What follows belongs to an exercise in optimizing a design on an open flow for small area, a short achievable clock period and few clock cycles; a production flow would make more cautious choices.
Only simulation tests tie the RTL to the original design; equivalence was not proved.
Power is estimated from default activity; no workload was simulated.

==> run.sh <==
#!/bin/bash
# synth_recipe.tcl (not shown) runs the flow's synth.tcl, then flattens the netlist and writes it again
# the make line also repeats each setting of config.mk as NAME=value (left out here)
make -C /OpenROAD-flow-scripts/flow DESIGN_CONFIG=/design/flow/config.mk WORK_HOME=/design/flow/orfs CLKGATE_MAP_FILE= SYNTH_SCRIPT=/design/flow/synth_recipe.tcl finish
==> config.mk <==
export PLATFORM = sky130hd
export DESIGN_NAME = pm25_codec
export DESIGN_NICKNAME = pm25_codec
export VERILOG_FILES = /design/flow/design.v
export SDC_FILE = /design/flow/constraint.sdc
export NUM_CORES = 4
export LEC_CHECK = 0
export CAP_MARGIN = 35
export CORE_MARGIN = 2
export CORE_UTILIZATION = 30
export SLEW_MARGIN = 20
==> constraint.sdc <==
create_clock -name core_clock -period 10.0 [get_ports {clk}]
set_input_delay 2.0000 -clock core_clock [delete_from_list [all_inputs] [get_ports {clk}]]
set_output_delay 2.0000 -clock core_clock [all_outputs]
set_load 0.01 [all_outputs]
==> design.v <==
module pm25_codec (
    input  wire         clk,
    input  wire         rst,         
    input  wire         req_valid,
    input  wire [31:0]  req_word,
    input  wire [5:0]   req_nops,    
    input  wire [255:0] req_ops,     
    output wire         busy,
    input  wire         rx_valid,
    input  wire [1:0]   rx_kind,     
    input  wire [7:0]   rx_byte,
    output reg          rx_ready,
    output reg  [2:0]   st,
    output reg  [1:0]   rop,
    output reg  [7:0]   nrx,
    output reg          len_vld,
    output reg  [15:0]  lenf_r,
    output reg          lmatch,
    output reg          csc_vld,
    output reg  [15:0]  csc,
    output reg          csr_vld,
    output reg  [15:0]  csr,
    output reg  [5:0]   flen,
    output wire [255:0] fbuf,
    output reg          cbuf_vld,
    output wire [55:0]  cbuf
);
    localparam [2:0] ST_OK      = 3'd0,
                     ST_TIMEOUT = 3'd1,
                     ST_LENMIS  = 3'd2,
                     ST_CSUM    = 3'd3,
                     ST_TERR    = 3'd4,
                     ST_ILLEGAL = 3'd6,
                     ST_NONE    = 3'd7;
    localparam [3:0] S_IDLE   = 4'd0,
                     S_HUNT0  = 4'd1,
                     S_HUNT1  = 4'd2,
                     S_LEN_HI = 4'd3,
                     S_LEN_LO = 4'd4,
                     S_BODY   = 4'd5,
                     S_CHECK  = 4'd6,
                     S_VSUM   = 4'd7;
    localparam [7:0] SYNC0 = 8'h42,
                     SYNC1 = 8'h4D;
    reg  [3:0]  state;
    reg  [5:0]  e_len;       
    reg         pol;         
    reg  [6:0]  scan;        
    reg  [5:0]  idx;         
    reg  [5:0]  tgt;         
    reg  [15:0] acc;         
    reg  [5:0]  vn;          
    reg  [7:0]  vop [0:31];  
    reg  [7:0]  fb  [0:31];  
    reg  [7:0]  cb  [0:6];   
    assign busy = (state != S_IDLE);
    genvar g;
    generate
        for (g = 0; g < 32; g = g + 1) begin : g_fbuf
            assign fbuf[8*g+7:8*g] = fb[g];
        end
        for (g = 0; g < 7; g = g + 1) begin : g_cbuf
            assign cbuf[8*g+7:8*g] = cb[g];
        end
    endgenerate
    wire [3:0]  w_op    = req_word[3:0];
    wire        w_pol   = req_word[4];
    wire [7:0]  w_arg8  = req_word[15:8];
    wire [15:0] w_arg16 = req_word[31:16];
    wire sync_ok = (w_op == 4'h1) && (req_word[7:5] == 3'b000) &&
                   (w_arg16 == 16'h0000) && (w_arg8 >= 8'd6) && (w_arg8 <= 8'd32);
    wire enc_ok  = (w_op == 4'h2) && (req_word[7:4] == 4'h0);
    wire ver_ok  = (w_op == 4'h3) && (req_word[7:4] == 4'h0) &&
                   (w_arg16 == 16'h0000) && (w_arg8 >= 8'd2) && (w_arg8 <= 8'd32) &&
                   ({2'b00, req_nops} == w_arg8);
    wire [15:0] enc_sum = 16'h008F + {8'h00, w_arg8} + {8'h00, w_arg16[15:8]} +
                          {8'h00, w_arg16[7:0]};
    wire [6:0]  budget   = {e_len, 1'b0} + 7'd1;           
    wire        rx_fire  = rx_valid && rx_ready;
    wire        ev_byte  = (rx_kind == 2'd0);
    wire        ev_tmo   = (rx_kind == 2'd1);
    wire [15:0] lenf_new = {fb[2], rx_byte};
    wire [16:0] total    = {1'b0, lenf_new} + 17'd4;
    wire        len_eq   = (total == {11'd0, e_len});
    wire [5:0]  tol_tgt  = (total < {11'd0, e_len}) ? total[5:0] : e_len;
    wire [7:0]  ck_hi    = fb[tgt - 6'd2];
    wire [7:0]  ck_lo    = fb[tgt - 6'd1];
    wire [15:0] ck_calc  = acc - {8'h00, ck_hi} - {8'h00, ck_lo};
    wire [15:0] ck_recv  = {ck_hi, ck_lo};
    wire [5:0]  vi       = idx;
    wire [15:0] vcsr     = {vop[vn - 6'd2], vop[vn - 6'd1]};
    always @(*) begin
        case (state)
            S_HUNT0:  rx_ready = (scan != budget);
            S_HUNT1,
            S_LEN_HI,
            S_LEN_LO: rx_ready = 1'b1;
            S_BODY:   rx_ready = (idx != tgt);
            default:  rx_ready = 1'b0;
        endcase
    end
    integer i;
    always @(posedge clk) begin
        if (rst) begin
            state    <= S_IDLE;
            st       <= ST_NONE;
            rop      <= 2'd0;
            nrx      <= 8'd0;
            flen     <= 6'd0;
            len_vld  <= 1'b0;
            csc_vld  <= 1'b0;
            csr_vld  <= 1'b0;
            cbuf_vld <= 1'b0;
            scan     <= 7'd0;
            idx      <= 6'd0;
            tgt      <= 6'd0;
            acc      <= 16'd0;
        end else begin
            case (state)
            S_IDLE: begin
                if (req_valid) begin
                    len_vld <= 1'b0;
                    csc_vld <= 1'b0;
                    csr_vld <= 1'b0;
                    nrx     <= 8'd0;
                    if (sync_ok) begin
                        e_len <= w_arg8[5:0];
                        pol   <= w_pol;
                        scan  <= 7'd0;
                        idx   <= 6'd0;
                        tgt   <= 6'd0;
                        acc   <= 16'd0;
                        state <= S_HUNT0;
                    end else if (enc_ok) begin
                        cb[0]    <= SYNC0;
                        cb[1]    <= SYNC1;
                        cb[2]    <= w_arg8;
                        cb[3]    <= w_arg16[15:8];
                        cb[4]    <= w_arg16[7:0];
                        cb[5]    <= enc_sum[15:8];
                        cb[6]    <= enc_sum[7:0];
                        cbuf_vld <= 1'b1;
                        csc      <= enc_sum;
                        csc_vld  <= 1'b1;
                        st       <= ST_OK;
                        rop      <= 2'd2;
                    end else if (ver_ok) begin
                        for (i = 0; i < 32; i = i + 1)
                            vop[i] <= req_ops[8*i +: 8];
                        vn    <= w_arg8[5:0];
                        idx   <= 6'd0;
                        acc   <= 16'd0;
                        state <= S_VSUM;
                    end else begin
                        st  <= ST_ILLEGAL;
                        rop <= 2'd0;
                    end
                end
            end
            S_HUNT0: begin
                if (scan == budget) begin
                    st    <= ST_TIMEOUT;
                    rop   <= 2'd1;
                    flen  <= idx;
                    state <= S_IDLE;
                end else if (rx_fire) begin
                    nrx <= nrx + 8'd1;
                    if (!ev_byte) begin
                        st    <= ev_tmo ? ST_TIMEOUT : ST_TERR;
                        rop   <= 2'd1;
                        flen  <= idx;
                        state <= S_IDLE;
                    end else begin
                        scan <= scan + 7'd1;
                        if (rx_byte == SYNC0)
                            state <= S_HUNT1;
                    end
                end
            end
            S_HUNT1: begin
                if (rx_fire) begin
                    nrx <= nrx + 8'd1;
                    if (!ev_byte) begin
                        st    <= ev_tmo ? ST_TIMEOUT : ST_TERR;
                        rop   <= 2'd1;
                        flen  <= idx;
                        state <= S_IDLE;
                    end else if (rx_byte == SYNC1) begin
                        fb[0] <= SYNC0;
                        fb[1] <= SYNC1;
                        idx   <= 6'd2;
                        acc   <= {8'h00, SYNC0} + {8'h00, SYNC1};
                        state <= S_LEN_HI;
                    end else if (scan == budget) begin
                        st    <= ST_TIMEOUT;
                        rop   <= 2'd1;
                        flen  <= idx;
                        state <= S_IDLE;
                    end else begin
                        scan <= scan + 7'd1;
                        if (rx_byte != SYNC0)
                            state <= S_HUNT0;
                    end
                end
            end
            S_LEN_HI: begin
                if (rx_fire) begin
                    nrx <= nrx + 8'd1;
                    if (!ev_byte) begin
                        st    <= ev_tmo ? ST_TIMEOUT : ST_TERR;
                        rop   <= 2'd1;
                        flen  <= idx;
                        state <= S_IDLE;
                    end else begin
                        fb[2] <= rx_byte;
                        acc   <= acc + {8'h00, rx_byte};
                        idx   <= 6'd3;
                        state <= S_LEN_LO;
                    end
                end
            end
            S_LEN_LO: begin
                if (rx_fire) begin
                    nrx <= nrx + 8'd1;
                    if (!ev_byte) begin
                        st    <= ev_tmo ? ST_TIMEOUT : ST_TERR;
                        rop   <= 2'd1;
                        flen  <= idx;
                        state <= S_IDLE;
                    end else begin
                        fb[3]   <= rx_byte;
                        acc     <= acc + {8'h00, rx_byte};
                        idx     <= 6'd4;
                        lenf_r  <= lenf_new;
                        lmatch  <= len_eq;
                        len_vld <= 1'b1;
                        if (!pol && !len_eq) begin
                            st    <= ST_LENMIS;
                            rop   <= 2'd1;
                            flen  <= 6'd4;
                            state <= S_IDLE;
                        end else begin
                            tgt   <= pol ? tol_tgt : e_len;
                            state <= S_BODY;
                        end
                    end
                end
            end
            S_BODY: begin
                if (idx == tgt) begin
                    state <= S_CHECK;
                end else if (rx_fire) begin
                    nrx <= nrx + 8'd1;
                    if (!ev_byte) begin
                        st    <= ev_tmo ? ST_TIMEOUT : ST_TERR;
                        rop   <= 2'd1;
                        flen  <= idx;
                        state <= S_IDLE;
                    end else begin
                        fb[idx[4:0]] <= rx_byte;
                        acc          <= acc + {8'h00, rx_byte};
                        idx          <= idx + 6'd1;
                    end
                end
            end
            S_CHECK: begin
                csc     <= ck_calc;
                csr     <= ck_recv;
                csc_vld <= 1'b1;
                csr_vld <= 1'b1;
                st      <= (ck_calc == ck_recv) ? ST_OK : ST_CSUM;
                rop     <= 2'd1;
                flen    <= idx;
                state   <= S_IDLE;
            end
            S_VSUM: begin
                if (vi == vn - 6'd2) begin
                    csc     <= acc;
                    csr     <= vcsr;
                    csc_vld <= 1'b1;
                    csr_vld <= 1'b1;
                    st      <= (acc == vcsr) ? ST_OK : ST_CSUM;
                    rop     <= 2'd3;
                    state   <= S_IDLE;
                end else begin
                    acc <= acc + {8'h00, vop[vi[4:0]]};
                    idx <= idx + 6'd1;
                end
            end
            default: state <= S_IDLE;
            endcase
        end
    end
endmodule
==> out/summary.txt <==
Die ar.: 127,000 um2
Worst setup EP type: register
Worst EP arrival: 8150 ps
Seq/Total Area, Yosys: 0.524
largest net degree at the start of global routing: 153
share of post-route cells with drive strength above 1: 0.130
Max Buffers Root-to-Sink: 3
number of enable flip-flop cells after synthesis: 608
reg2reg start: tgt[0]$_SDFFE_PP0P_
Logic pwr share: 0.049
vias: 33.0k
fin nets: 4,151
Worst setup SP type: register
fin cells: 5,466
crit path time final: 7590 ps
Final period util: 0.759
status: no timing/DRC/antenna violations
FF+latch area: 19,500 um2
final slew viol count: 0
worst reg-to-reg setup slack: 2410 ps
most common cell after layout, fill and taps aside: clkdlybuf4s50_1
Routed WL: 192,000 um
Clock Latency Late Sink: 690 ps
Remaining DRCs: 0
Num CTS Buffers: 76
placed insts: 5,317
Internal Power: 0.00496 W
Routability Congestion: 1.06
DIE HEIGHT: 356 um
number of port buffers: 671
drt wl/cell: 35.0 um
I/O Pins: 694
Reg power frac: 0.482
hold_sp: csc_vld$_SDFFE_PP0P_
Clock Skews: 46.1 ps
Leak Pwr: 16.4 nW
Fmax: 132 MHz
Data required, critical path: 10,560 ps
Antenna Violating Nets Remaining: 0
register bit count reported by yosys: 669
FILL cells: 11.8k
Crit Path Class: reg -> reg
VDD IR-drop max: 0.110 mV
Post-CTS Repair Setup Buffers: 0
largest fanout on the critical path: 43
RR Endpoint: st[1]$_SDFFE_PP1P_
initial antenna violation count: 10
hold path cells: 2
TritonCTS clock tree: done
Post-Syn Area per Cell: 12.2 um2
Post-Syn Area: 37,200 um2
CTS root buffer: clkbuf_16
Final setup viols: 0
dpl hpwl: 145,000 um
class of the most critical hold timing path: reg -> reg
max cap viols: 0
Post-CTS Hold Buffers: 0
DRT Pass-1 Iters: 7
Std-Cell Rows: 129
CTS Sinks: 669
pwr dens: 129 nW/um2
drt via density: 6.04
core area: 123,000 um2
Min Hold Slack: 459 ps
first-pass GRT wire length: 260,000 um
Synth Warn #: 3
switching power: 0.00138 W
most frequent cells in the layout: 669 x clkdlybuf4s50_1, 608 x edfxtp_1, 221 x nor2_1, 170 x nand2_1, 145 x buf_4
clk slew on worst S/H paths: 70 ps
Layout area overhead: 31.9%
total gr overflow: 0
Syn Inst Count: 3,053
PostCTS Resize Cnt: 0
Synth cell types: 100
total global-route track usage: 0.293
Hold Crit Endpoint: csc_vld$_SDFFE_PP0P_
initial drt markers: 4,806
most common flop cell mapped by yosys: edfxtp_1
sw frac: 0.217
area of the multi-input gates: 16,400 um2
RSZ-0062 raised after global routing: false
FFs w/ async S/R, synth: 0
Die Wd: 356 um
TNS Setup: 0 ps
Rel. slew slack: 0.274
r2r worst-path depth: 22
Clk pwr share: 0.469
H-tree Lvls: 3
starting density of the core: 0.301
Final Hold Vio Count: 0
vias in the first global route: 31.8k
Slew @ Worst Pin: 1080 ps
[through the flow]
| step | power [W] | utilization | cell area (um2) | worst slack [ps] |
|---|---|---|---|---|
| after global routing | 0.00650 | 0.397 | 49000 | 1760 |
| final | 0.00634 | 0.398 | 49000 | 2410 |
| after global placement | 0.00343 | 0.374 | 46100 | 2210 |
| after CTS | 0.00640 | 0.397 | 48900 | 2140 |
| after detailed placement | 0.00343 | 0.375 | 46300 | 2190 |
| after floorplan | 0.00322 | - | 37200 | 86.4 |
[Yosys cell counts, types with 21 or more instances]
| master | n | area share |
|---|---|---|
| mux2i_1 | 117 | 0.032 |
| mux4_2 | 139 | 0.084 |
| inv_1 | 102 | 0.010 |
| nor4_1 | 30 | 0.0051 |
| nand3_1 | 111 | 0.015 |
| o21ai_0 | 88 | 0.012 |
| a221oi_1 | 54 | 0.013 |
| a22o_1 | 58 | 0.014 |
| o22ai_1 | 26 | 0.0044 |
| nor3_1 | 104 | 0.014 |
| a22oi_1 | 90 | 0.018 |
| mux2_2 | 21 | 0.0064 |
| nor2b_1 | 24 | 0.0040 |
| nand2b_1 | 24 | 0.0040 |
| xor2_1 | 44 | 0.010 |
| a32oi_1 | 24 | 0.0057 |
| nor2_1 | 225 | 0.023 |
| and3_1 | 28 | 0.0047 |
| a21oi_1 | 123 | 0.017 |
| nand4_1 | 65 | 0.011 |
| buf_1 | 26 | 0.0026 |
| xnor2_1 | 65 | 0.015 |
| dfxtp_1 | 61 | 0.033 |
| nand2_1 | 170 | 0.017 |
| buf_2 | 50 | 0.0067 |
| a31oi_1 | 34 | 0.0057 |
| clkbuf_1 | 91 | 0.0092 |
| edfxtp_1 | 608 | 0.49 |
| ha_1 | 61 | 0.021 |
| buf_4 | 37 | 0.0075 |
[registers in the layout, indices dropped and copies added (netlist names), 2 cells and up]
name    cells
e_len       6
rop         2
cb         34
tgt         6
acc        16
scan        7
fb        256
csc        16
nrx         8
vop       256
csr        16
idx         6
state       3
st          3
flen        6
vn          6
lenf_r     16
[routing by layer]
layer,up-vias,GRT usage,share of wire
li1,13500,-,-
met1,16300,0.358,0.36
met2,2608,0.477,0.47
met3,599,0.0771,0.11
met4,6,0.151,0.059
met5,-,0,0.00016
[layout make-up]
| cell class | instances | share of cell area |
|---|---|---|
| inverters | 106 | 0.00812 |
| diodes | 3 | 0.000153 |
| multi-input cells | 2083 | 0.335 |
| well taps | 1637 | 0.0418 |
| repair buffers | 829 | 0.163 |
| clock buffers | 95 | 0.0407 |
| flip-flops and latches | 669 | 0.397 |
| clock inverters | 44 | 0.0135 |
[power groups by stage]
stage                     Combinational (W)  Clock (W)  Sequential (W)
after global routing               0.000339    0.00311         0.00305
after floorplan                    0.000103          0         0.00312
after global placement             0.000313          0         0.00312
after CTS                          0.000316    0.00303         0.00306
final                              0.000310    0.00297         0.00306
after detailed placement           0.000314          0         0.00312
[worst max-delay path by stage]
stage / start / end / slack, ps / cells after the start
floorplan: req_word[5] / vn[0]$_DFFE_PP_ / 90 / 4
global placement: tgt[0]$_SDFFE_PP0P_ / st[1]$_SDFFE_PP1P_ / 2210 / 23
detailed placement: tgt[0]$_SDFFE_PP0P_ / st[1]$_SDFFE_PP1P_ / 2190 / 23
CTS: tgt[0]$_SDFFE_PP0P_ / st[1]$_SDFFE_PP1P_ / 2140 / 23
global route: tgt[0]$_SDFFE_PP0P_ / st[0]$_SDFFE_PP1P_ / 1760 / 23
finish: tgt[0]$_SDFFE_PP0P_ / st[1]$_SDFFE_PP1P_ / 2410 / 22
[worst max-delay path, cell delays in order, from the launching register on]
cell and delay (ps):
dfxtp_4 660, buf_4 650, buf_4 660, mux4_2 570, mux4_2 480, mux2i_1 670
inv_1 140, fa_1 500, inv_1 70, ha_1 160, nor2_1 70, fa_1 450
nor2b_1 170, o31a_1 200, nor3_1 90, o311ai_0 710, nor2_1 150, o21a_1 220
o31ai_1 240, nand4_1 160, o21a_1 200, o21ai_0 130, nand2_1 60
[cells by family after synthesis]
logic type,after synthesis,synth area share
AOI/OAI and AO/OA,706,0.138
muxes,277,0.122
DFF,669,0.524
adders and majority gates,78,0.0297
xor gates and xnor gates,110,0.0261
and+or+nand+nor,890,0.120
other,2,0.000202
buffers and inverters,321,0.0402
Testbench counts, summed over its fixed seeds: cycles 34,192.

afterwards: timing with drivers on the ports:
In the flow no input, the clock included, has a driving cell. The finished layout below was timed again as built, in two steps. Step 1 (the two cells are an assumption about what drives the block):
set clk [get_ports {clk}]
set_driving_cell -lib_cell sky130_fd_sc_hd__clkbuf_16 $clk
set_driving_cell -lib_cell sky130_fd_sc_hd__buf_2 [delete_from_list [all_inputs] $clk]
Step 2 times the ports against the registers' clock, not the clock port: input delays grow and output delays shrink by t, the midpoint of the rising clock arrivals with the driver on. Slacks: ideal / step 1 / step 2; pairs: ideal / step 1.
t, ns: 0.740
slack for setup (ns): 2.407 / 2.407 / 2.407
pins driven straight from the clock port: 1
After both steps setup and hold are still met in this run. The setup slack of this run moves by 0.000 ns with the drivers and by 0.000 ns with both steps.
